This is an optimization exercise on Yosys and OpenROAD, whose aim is small area, not a production implementation. Function was checked by simulation only, so behaviour that the tests miss may differ from the original. Power is estimated from default activity; no workload was simulated.

==> inputs of 05-03 <==
==> flow/design.v <==
module ppm_dec #(
    parameter integer CPU      = 10,    
    parameter integer Q_IN_CAP = 4,     
    parameter integer Q_OUT_CAP = 4     
) (
    input  wire         clk,
    input  wire         rst,           
    input  wire         pin,           
    input  wire         ready_set,     
    input  wire         kick_set,      
    input  wire         msg_valid,     
    input  wire [31:0]  msg_src,
    output wire         msg_ready,
    output wire         out_valid,     
    output wire [31:0]  out_dst,
    output wire [191:0] out_data,
    input  wire         out_pop,
    output reg          malformed
);
    reg        run;               
    reg        ready;
    reg [3:0]  r;                 
    reg [10:0] q;                 
    reg        kick;
    reg        last;
    reg [3:0]  idx;
    reg [119:0] frame;            
    reg [31:0] in_src;            
    reg [2:0]  in_cnt;
    reg [31:0]  outq_dst  [0:3];
    reg [119:0] outq_data [0:3];
    reg [3:0]   out_head;         
    reg [2:0]   out_cnt;
    wire [3:0]  idx_w   = (idx >= 4'd12) ? 4'd0 : idx;    
    wire        rise    = ~last &  pin;
    wire        fall    =  last & ~pin;
    wire        r_nz    = (r != 4'd0);
    wire        e_gap   = (q > 11'd2020) | ((q == 11'd2020) & r_nz);
    wire        e_long  = (q > 11'd620)  | ((q == 11'd620)  & r_nz);
    wire        is_gap  = rise & e_gap;
    wire        is_chan = rise & ~e_gap;
    wire        is_long = fall & e_long;
    wire        edge_seen = rise | fall;
    wire [9:0]  width_w = (q < 11'd1000) ? 10'd1000 :
                          (q > 11'd2000) ? 10'd976  : q[9:0];
    wire        service  = run & kick;
    wire [9:0]   st_w = rst ? 10'd1000 : width_w;
    wire [119:0] frame_nx;
    genvar g;
    generate
        for (g = 0; g < 12; g = g + 1) begin : g_pack
            wire st = rst | (run & is_chan & (idx_w == g));
            assign frame_nx[10*g +: 10] =
                ({10{st}} & st_w) | ({10{~st}} & frame[10*g +: 10]);
        end
    endgenerate
    wire push_reply = service && (out_cnt != 3'd4);
    wire pop_reply  = out_pop && (out_cnt != 3'd0);
    wire [3:0] out_tail = (out_cnt[1:0] == 2'd0) ? out_head :
                          (out_cnt[1:0] == 2'd1) ? {out_head[2:0], out_head[3]} :
                          (out_cnt[1:0] == 2'd2) ? {out_head[1:0], out_head[3:2]} :
                                                   {out_head[0], out_head[3:1]};
    assign msg_ready = (in_cnt != 3'd4);
    assign out_valid = (out_cnt != 3'd0);
    assign out_dst   = ({32{out_head[0]}} & outq_dst[0]) |
                       ({32{out_head[1]}} & outq_dst[1]) |
                       ({32{out_head[2]}} & outq_dst[2]) |
                       ({32{out_head[3]}} & outq_dst[3]);
    wire [119:0] head_w = ({120{out_head[0]}} & outq_data[0]) |
                          ({120{out_head[1]}} & outq_data[1]) |
                          ({120{out_head[2]}} & outq_data[2]) |
                          ({120{out_head[3]}} & outq_data[3]);
    generate
        for (g = 0; g < 12; g = g + 1) begin : g_out
            wire [9:0] w = head_w[10*g +: 10];
            assign out_data[16*g +: 16] =
                {5'd0, ~(w[9:5] == 5'b11111 && w[4:3] != 2'b00), w};
        end
    endgenerate
    wire       accept_msg  = msg_valid && msg_ready;
    wire [2:0] in_cnt_left = service ? 3'd0 : in_cnt;
    always @(posedge clk)
        frame <= frame_nx;
    integer i;
    always @(posedge clk) begin
        if (rst) begin
            run       <= 1'b0;
            ready     <= 1'b0;
            r         <= 4'd0;
            q         <= 11'd300;
            kick      <= 1'b0;
            last      <= 1'b0;
            idx       <= 4'd0;
            in_src    <= 32'd0;
            malformed <= 1'b0;
            in_cnt    <= 3'd0;
            out_head  <= 4'b0001;
            out_cnt   <= 3'd0;
        end else begin
            malformed <= 1'b0;
            if (!run) begin
                if (ready) begin
                    run <= 1'b1;
                    r   <= 4'd0;
                    q   <= 11'd300;
                end
            end else begin
                if (is_gap)
                    idx <= 4'd0;
                else if (is_chan)
                    idx <= idx_w + 4'd1;
                else
                    idx <= idx_w;
                if (is_long)
                    malformed <= 1'b1;
                last <= pin;
                if (service)
                    kick <= 1'b0;
                if (edge_seen) begin
                    r <= 4'd1;
                    q <= 11'd300;
                end else if (r == 4'd9) begin
                    r <= 4'd0;
                    if (q != 11'h7FF)
                        q <= q + 11'd1;
                end else
                    r <= r + 4'd1;
            end
            if (ready_set)
                ready <= 1'b1;
            if (kick_set)
                kick <= 1'b1;
            if (accept_msg)
                in_src <= msg_src;
            in_cnt <= in_cnt_left + {2'b00, accept_msg};
            for (i = 0; i < 4; i = i + 1)
                if (push_reply && out_tail[i]) begin
                    outq_dst[i]  <= in_src;
                    outq_data[i] <= frame_nx;
                end
            if (pop_reply)
                out_head <= {out_head[2:0], out_head[3]};
            out_cnt <= out_cnt + {2'b00, push_reply} - {2'b00, pop_reply};
        end
    end
endmodule
module ppm_enc #(
    parameter integer CPU      = 10,    
    parameter integer Q_IN_CAP = 4      
) (
    input  wire         clk,
    input  wire         rst,           
    input  wire         ready_set,     
    input  wire         kick_set,      
    input  wire         msg_valid,     
    input  wire [8:0]   msg_len,
    input  wire [191:0] msg_data,
    output wire         msg_ready,
    output wire         ppm_out
);
    reg        run;               
    reg        ready;
    reg        kick;
    reg        level;
    reg [3:0]  idx;
    reg        phase;             
    reg [3:0]  fr;                
    reg [14:0] fq;                
    reg        fpast;             
    reg        first;             
    localparam [14:0] F0     = 15'h0001;    
    localparam [14:0] F22500 = 15'h3538;    
    reg [10:0] c;
    reg [9:0]  frame [0:11];      
    reg        fdef;              
    reg [9:0]  upd [0:11];        
    reg        upd_v;
    reg [2:0]  in_cnt;
    assign ppm_out = level;
    wire        wait_pad = ~level & (idx == 4'd0);
    wire        fq_eq    = (fq == F22500);
    wire        f_end    = first | fq_eq | fpast;
    wire        on_phase = phase ? (fr == 4'd9) : (fr == 4'd0);
    wire        hit      = wait_pad ? f_end : (on_phase & (c == 11'd301));
    reg  [9:0]  ch_w;
    integer k;
    always @* begin
        ch_w = fdef ? 10'd1000 : 10'd0;
        for (k = 0; k < 12; k = k + 1)
            ch_w = ch_w | ({10{~fdef && idx == k}} & frame[k]);
    end
    wire        ch_top = (ch_w[9:6] == 4'b1111);
    wire        ch_lo  = ch_top & (ch_w[5:3] == 3'b100);    
    wire        ch_hi  = ch_top & (ch_w[5:3] == 3'b011);    
    wire [10:0] ch_v   = ch_lo ? 11'd1000 :
                         ch_hi ? 11'd2000 :
                         {~(ch_top && ch_w[5] && ch_w[4:3] != 2'b00), ch_w};
    wire service = run & kick;
    assign msg_ready = (in_cnt != 3'd4);
    wire       accept_msg  = msg_valid && msg_ready;
    wire       accept_upd  = accept_msg && (msg_len == 9'd24);
    wire [2:0] in_cnt_left = service ? 3'd0 : in_cnt;
    wire [9:0] msg_w [0:11];
    genvar g;
    generate
        for (g = 0; g < 12; g = g + 1) begin : g_clamp
            wire [15:0] v = msg_data[16*g +: 16];
            wire under = (v < 16'd1000);
            wire over  = (v > 16'd2000);
            assign msg_w[g] = {v[9:6] | {4{under | over}},
                               under | (v[5] & ~over),
                               over  | (v[4] & ~under),
                               over  | (v[3] & ~under),
                               v[2:0]};
        end
    endgenerate
    integer i;
    always @(posedge clk)
        if (!rst && service && upd_v)
            for (i = 0; i < 12; i = i + 1)
                frame[i] <= upd[i];
    always @(posedge clk) begin
            if (fr == 4'd9) begin
                fr <= 4'd0;
                fq <= {fq[13:0], fq[14] ^ fq[13]};
                if (fq_eq)
                    fpast <= 1'b1;
            end else
                fr <= fr + 4'd1;
            if (hit) begin
                if (!level) begin
                    c <= 11'd600;
                    if (idx == 4'd0) begin
                        phase <= ~first & (fpast | ~(fq_eq && fr == 4'd0));
                        fr    <= 4'd1;
                        fq    <= F0;
                        fpast <= 1'b0;
                    end
                end else begin
                    c <= ch_v;
                end
            end else if (on_phase) begin
                c <= c - 11'd1;
            end
        end
    always @(posedge clk) begin
        if (rst) begin
            run      <= 1'b0;
            ready    <= 1'b0;
            kick     <= 1'b0;
            level    <= 1'b0;
            idx      <= 4'd0;
            first    <= 1'b1;
            upd_v    <= 1'b0;
            in_cnt   <= 3'd0;
            fdef     <= 1'b1;
        end else begin
            if (!run) begin
                if (ready)
                    run <= 1'b1;
            end else begin
                if (hit) begin
                    level <= ~level;
                    if (!level) begin
                        if (idx == 4'd0)
                            first <= 1'b0;
                    end else if (idx == 4'd12) begin
                        idx <= 4'd0;
                    end else begin
                        idx <= idx + 4'd1;
                    end
                end
                if (service) begin
                    kick <= 1'b0;
                    if (upd_v)
                        fdef <= 1'b0;
                end
            end
            if (ready_set)
                ready <= 1'b1;
            if (kick_set)
                kick <= 1'b1;
            if (accept_upd)
                for (i = 0; i < 12; i = i + 1)
                    upd[i] <= msg_w[i];
            if (service || accept_upd)
                upd_v <= accept_upd;
            in_cnt <= in_cnt_left + {2'b00, accept_msg};
        end
    end
endmodule
module ppm_core (
    input  wire         clk,
    input  wire         rst,             
    input  wire         dec_reset,       
    input  wire         dec_ready,       
    input  wire         dec_kick,        
    input  wire         ppm_in,          
    input  wire         dec_msg_valid,   
    input  wire [31:0]  dec_msg_src,
    output wire         dec_msg_ready,
    output wire         dec_out_valid,   
    output wire [31:0]  dec_out_dst,
    output wire [191:0] dec_out_data,
    input  wire         dec_out_pop,
    output wire         dec_malformed,
    input  wire         enc_reset,       
    input  wire         enc_ready,       
    input  wire         enc_kick,        
    input  wire         enc_msg_valid,   
    input  wire [8:0]   enc_msg_len,
    input  wire [191:0] enc_msg_data,
    output wire         enc_msg_ready,
    output wire         ppm_out          
);
    localparam integer CPU = 10;         
    ppm_dec #(.CPU(CPU), .Q_IN_CAP(4), .Q_OUT_CAP(4)) u_dec (
        .clk       (clk),
        .rst       (rst | dec_reset),
        .pin       (ppm_in),
        .ready_set (dec_ready),
        .kick_set  (dec_kick),
        .msg_valid (dec_msg_valid),
        .msg_src   (dec_msg_src),
        .msg_ready (dec_msg_ready),
        .out_valid (dec_out_valid),
        .out_dst   (dec_out_dst),
        .out_data  (dec_out_data),
        .out_pop   (dec_out_pop),
        .malformed (dec_malformed)
    );
    ppm_enc #(.CPU(CPU), .Q_IN_CAP(4)) u_enc (
        .clk       (clk),
        .rst       (rst | enc_reset),
        .ready_set (enc_ready),
        .kick_set  (enc_kick),
        .msg_valid (enc_msg_valid),
        .msg_len   (enc_msg_len),
        .msg_data  (enc_msg_data),
        .msg_ready (enc_msg_ready),
        .ppm_out   (ppm_out)
    );
endmodule
==> flow/flow/run.sh <==
#!/bin/bash
# The standard layout (standard.sh, synthesis unchanged) with two changes:
# port buffers are buf_1 cells, and CTS clusters up to 25 sinks within
# 100 um per leaf buffer and inserts no dummy loads.
set -euo pipefail
bash standard.sh \
  'BUFFER_PORTS_ARGS=-buffer_cell sky130_fd_sc_hd__buf_1' \
  'CTS_ARGS=-sink_clustering_enable -repair_clock_nets -sink_clustering_size 25 -sink_clustering_max_diameter 100 -dont_use_dummy_load' \
  finish > standard_flow.log 2>&1
==> flow/standard.sh <==
#!/bin/bash
# synth_recipe.tcl (not shown) runs the flow's synth.tcl, then flattens the netlist and writes it again
# the make line also repeats each setting of config.mk as NAME=value (left out here)
make -C /OpenROAD-flow-scripts/flow DESIGN_CONFIG=/design/flow/config.mk WORK_HOME=/design/flow/orfs CLKGATE_MAP_FILE= SYNTH_SCRIPT=/design/flow/synth_recipe.tcl "${@:-finish}"
==> flow/config.mk <==
export PLATFORM = sky130hd
export DESIGN_NAME = ppm_core
export DESIGN_NICKNAME = ppm_core
export VERILOG_FILES = /design/flow/design.v
export SDC_FILE = /design/flow/constraint.sdc
export NUM_CORES = 4
export LEC_CHECK = 0
export CAP_MARGIN = 20
export CORE_MARGIN = 2
export CORE_UTILIZATION = 40
export SLEW_MARGIN = 20
==> flow/constraint.sdc <==
create_clock -name core_clock -period 20.0 [get_ports {clk}]
set_input_delay 4.0000 -clock core_clock [delete_from_list [all_inputs] [get_ports {clk}]]
set_output_delay 4.0000 -clock core_clock [all_outputs]
set_load 0.01 [all_outputs]
==> 12-04 (differences from 05-03) <==
==> flow/design.v, changed modules only <==
module ppm_dec #(
    parameter integer CPU      = 10,    
    parameter integer Q_IN_CAP = 4,     
    parameter integer Q_OUT_CAP = 4     
) (
    input  wire         clk,
    input  wire         rst,           
    input  wire         pin,           
    input  wire         ready_set,     
    input  wire         kick_set,      
    input  wire         msg_valid,     
    input  wire [31:0]  msg_src,
    output wire         msg_ready,
    output wire         out_valid,     
    output wire [31:0]  out_dst,
    output wire [191:0] out_data,
    input  wire         out_pop,
    output reg          malformed
);
    reg        run;               
    reg        ready;
    reg [3:0]  r;                 
    reg [10:0] q;                 
    reg        kick;
    reg        last;
    reg [3:0]  idx;
    reg [119:0] frame;            
    reg [31:0] in_src;            
    reg [2:0]  in_cnt;
    reg [31:0]  hd_dst;
    reg [119:0] hd_data;
    reg [31:0]  bq_dst  [0:2];
    reg [119:0] bq_data [0:2];
    reg [2:0]   bq_rd;            
    reg [2:0]   out_cnt;
    wire [3:0]  idx_w   = (idx >= 4'd12) ? 4'd0 : idx;    
    wire        rise    = ~last &  pin;
    wire        fall    =  last & ~pin;
    wire        r_nz    = (r != 4'd0);
    wire        e_gap   = (q > 11'd2020) | ((q == 11'd2020) & r_nz);
    wire        e_long  = (q > 11'd620)  | ((q == 11'd620)  & r_nz);
    wire        is_gap  = rise & e_gap;
    wire        is_chan = rise & ~e_gap;
    wire        is_long = fall & e_long;
    wire        edge_seen = rise | fall;
    wire [9:0]  width_w = (q < 11'd1000) ? 10'd1000 :
                          (q > 11'd2000) ? 10'd976  : q[9:0];
    wire        service  = run & kick;
    wire [9:0]   st_w = rst ? 10'd1000 : width_w;
    wire [119:0] frame_nx;
    genvar g;
    generate
        for (g = 0; g < 12; g = g + 1) begin : g_pack
            wire st = rst | (run & is_chan & (idx_w == g));
            assign frame_nx[10*g +: 10] =
                ({10{st}} & st_w) | ({10{~st}} & frame[10*g +: 10]);
        end
    endgenerate
    wire push_reply = service && (out_cnt != 3'd4);
    wire pop_reply  = out_pop && (out_cnt != 3'd0);
    wire       cnt0 = (out_cnt == 3'd0);
    wire       cnt1 = (out_cnt == 3'd1);
    wire [2:0] bq_wr = cnt1                   ? bq_rd :
                       (out_cnt == 3'd2)      ? {bq_rd[1:0], bq_rd[2]} :
                                                {bq_rd[0], bq_rd[2:1]};
    wire       hd_new  = push_reply & (cnt0 | (cnt1 & pop_reply));
    wire       hd_next = pop_reply & ~cnt1;
    wire       hd_keep = ~(hd_new | hd_next);
    wire [2:0] bq_sel  = bq_rd & {3{hd_next}};
    wire       hd_ld   = hd_new;
    wire [31:0]  hd_dst_d  = ({32{hd_ld}} & in_src) |
                             ({32{bq_sel[0]}} & bq_dst[0]) |
                             ({32{bq_sel[1]}} & bq_dst[1]) |
                             ({32{bq_sel[2]}} & bq_dst[2]) |
                             ({32{hd_keep}} & hd_dst);
    wire [119:0] hd_data_d = ({120{hd_ld}} & frame_nx) |
                             ({120{bq_sel[0]}} & bq_data[0]) |
                             ({120{bq_sel[1]}} & bq_data[1]) |
                             ({120{bq_sel[2]}} & bq_data[2]) |
                             ({120{hd_keep}} & hd_data);
    assign msg_ready = (in_cnt != 3'd4);
    assign out_valid = (out_cnt != 3'd0);
    assign out_dst   = hd_dst;
    wire [119:0] head_w = hd_data;
    generate
        for (g = 0; g < 12; g = g + 1) begin : g_out
            wire [9:0] w = head_w[10*g +: 10];
            assign out_data[16*g +: 16] =
                {5'd0, ~(w[9:5] == 5'b11111 && w[4:3] != 2'b00), w};
        end
    endgenerate
    wire       accept_msg  = msg_valid && msg_ready;
    wire [2:0] in_cnt_left = service ? 3'd0 : in_cnt;
    always @(posedge clk)
        frame <= frame_nx;
    always @(posedge clk) begin
        hd_dst  <= hd_dst_d;
        hd_data <= hd_data_d;
    end
    integer i;
    always @(posedge clk) begin
        if (rst) begin
            run       <= 1'b0;
            ready     <= 1'b0;
            r         <= 4'd0;
            q         <= 11'd300;
            kick      <= 1'b0;
            last      <= 1'b0;
            idx       <= 4'd0;
            in_src    <= 32'd0;
            malformed <= 1'b0;
            in_cnt    <= 3'd0;
            bq_rd     <= 3'b001;
            out_cnt   <= 3'd0;
        end else begin
            malformed <= 1'b0;
            if (!run) begin
                if (ready) begin
                    run <= 1'b1;
                    r   <= 4'd0;
                    q   <= 11'd300;
                end
            end else begin
                if (is_gap)
                    idx <= 4'd0;
                else if (is_chan)
                    idx <= idx_w + 4'd1;
                else
                    idx <= idx_w;
                if (is_long)
                    malformed <= 1'b1;
                last <= pin;
                if (service)
                    kick <= 1'b0;
                if (edge_seen) begin
                    r <= 4'd1;
                    q <= 11'd300;
                end else if (r == 4'd9) begin
                    r <= 4'd0;
                    if (q != 11'h7FF)
                        q <= q + 11'd1;
                end else
                    r <= r + 4'd1;
            end
            if (ready_set)
                ready <= 1'b1;
            if (kick_set)
                kick <= 1'b1;
            if (accept_msg)
                in_src <= msg_src;
            in_cnt <= in_cnt_left + {2'b00, accept_msg};
            for (i = 0; i < 3; i = i + 1)
                if (push_reply && !hd_new && bq_wr[i]) begin
                    bq_dst[i]  <= in_src;
                    bq_data[i] <= frame_nx;
                end
            if (hd_next)
                bq_rd <= {bq_rd[1:0], bq_rd[2]};
            out_cnt <= out_cnt + {2'b00, push_reply} - {2'b00, pop_reply};
        end
    end
endmodule
==> flow/flow/run.sh (replaced) <==
#!/bin/bash
# The standard layout (standard.sh, synthesis unchanged) with three changes:
# port buffers are buf_1 cells; CTS clusters up to 25 sinks within 100 um
# per leaf buffer and inserts no dummy loads; the constant outputs keep the
# synthesis's tie cell instead of one tie cell each.
set -euo pipefail
bash standard.sh \
  'BUFFER_PORTS_ARGS=-buffer_cell sky130_fd_sc_hd__buf_1' \
  'CTS_ARGS=-sink_clustering_enable -repair_clock_nets -sink_clustering_size 25 -sink_clustering_max_diameter 100 -dont_use_dummy_load' \
  'SKIP_REPAIR_TIE_FANOUT=1' \
  finish > standard_flow.log 2>&1
==> qor summary <==
quantity	05-03	12-04
Transition time of the tightest slew-check pin	1130 ps	1180 ps
Worst Hold End	u_enc.frame[0][5]	u_enc.frame[4][4]
Area share of the largest cell type after synthesis	62.5%	52.2%
Placed cell area	44,100 um^2	43,500 um^2
Synth cell types	72	71
Number of diodes added for antenna fixing	1	0
Area of the die	106,000 um^2	104,000 um^2
Data required time of the critical path	16,000 ps	20,560 ps
Slowest cell on the critical path	dfxtp_4	buf_4
Initial drt markers	2,172	2,083
Power per unit of standard cell area	78.6 nW/um^2	87.3 nW/um^2
Core area	102,000 um^2	101,000 um^2
Number of buffers created by CTS	50	51
Cell count after placement	4,596	4,756
Post-layout utilization of the core	44.3%	44.2%
Post-DP HPWL	64,500 um	60,800 um
Synthesis-to-finish area growth	9.65%	9.98%
Non-clock buffering overhead	4.08%	4.40%
Status	complete, no violations	complete, no violations
Initial antenna violation count	1	3
Routed via count divided by cell count	5.30	5.33
Initial core utilization	40.4%	40.2%
Met2 GRT Util	31.3%	30.9%

-- what the ideal ports hide --
The results above use ideal ports. As a check the final layouts listed here were re-extracted and re-timed, cells and wires unchanged.
Step 1: set_driving_cell puts a clkbuf_16 on clk and a buf_2 on each other input, an assumption about the parent block.
Step 2, shift: input delay + t, output delay - t, t = (earliest + latest rising clock arrival at the registers) / 2. This alone moves slack from input paths to output paths.
Slacks: ideal / step 1 / step 2; pairs: ideal / step 1.
| run | t, ns | slack for setup (ns) | worst slew at a driven data input, ns | cell pins on the clock port's net |
|---|---|---|---|---|
| 05-03 | 0.686 | 11.880 / 11.813 / 12.499 | 0.13 | 1 |
| 12-04 | 0.674 | 13.359 / 13.332 / 12.658 | 0.10 | 1 |
After both steps setup and hold are still met in every run listed. For 12-04, which loses most, drivers alone change the setup slack by -0.027 ns; drivers and shift together by -0.701 ns.
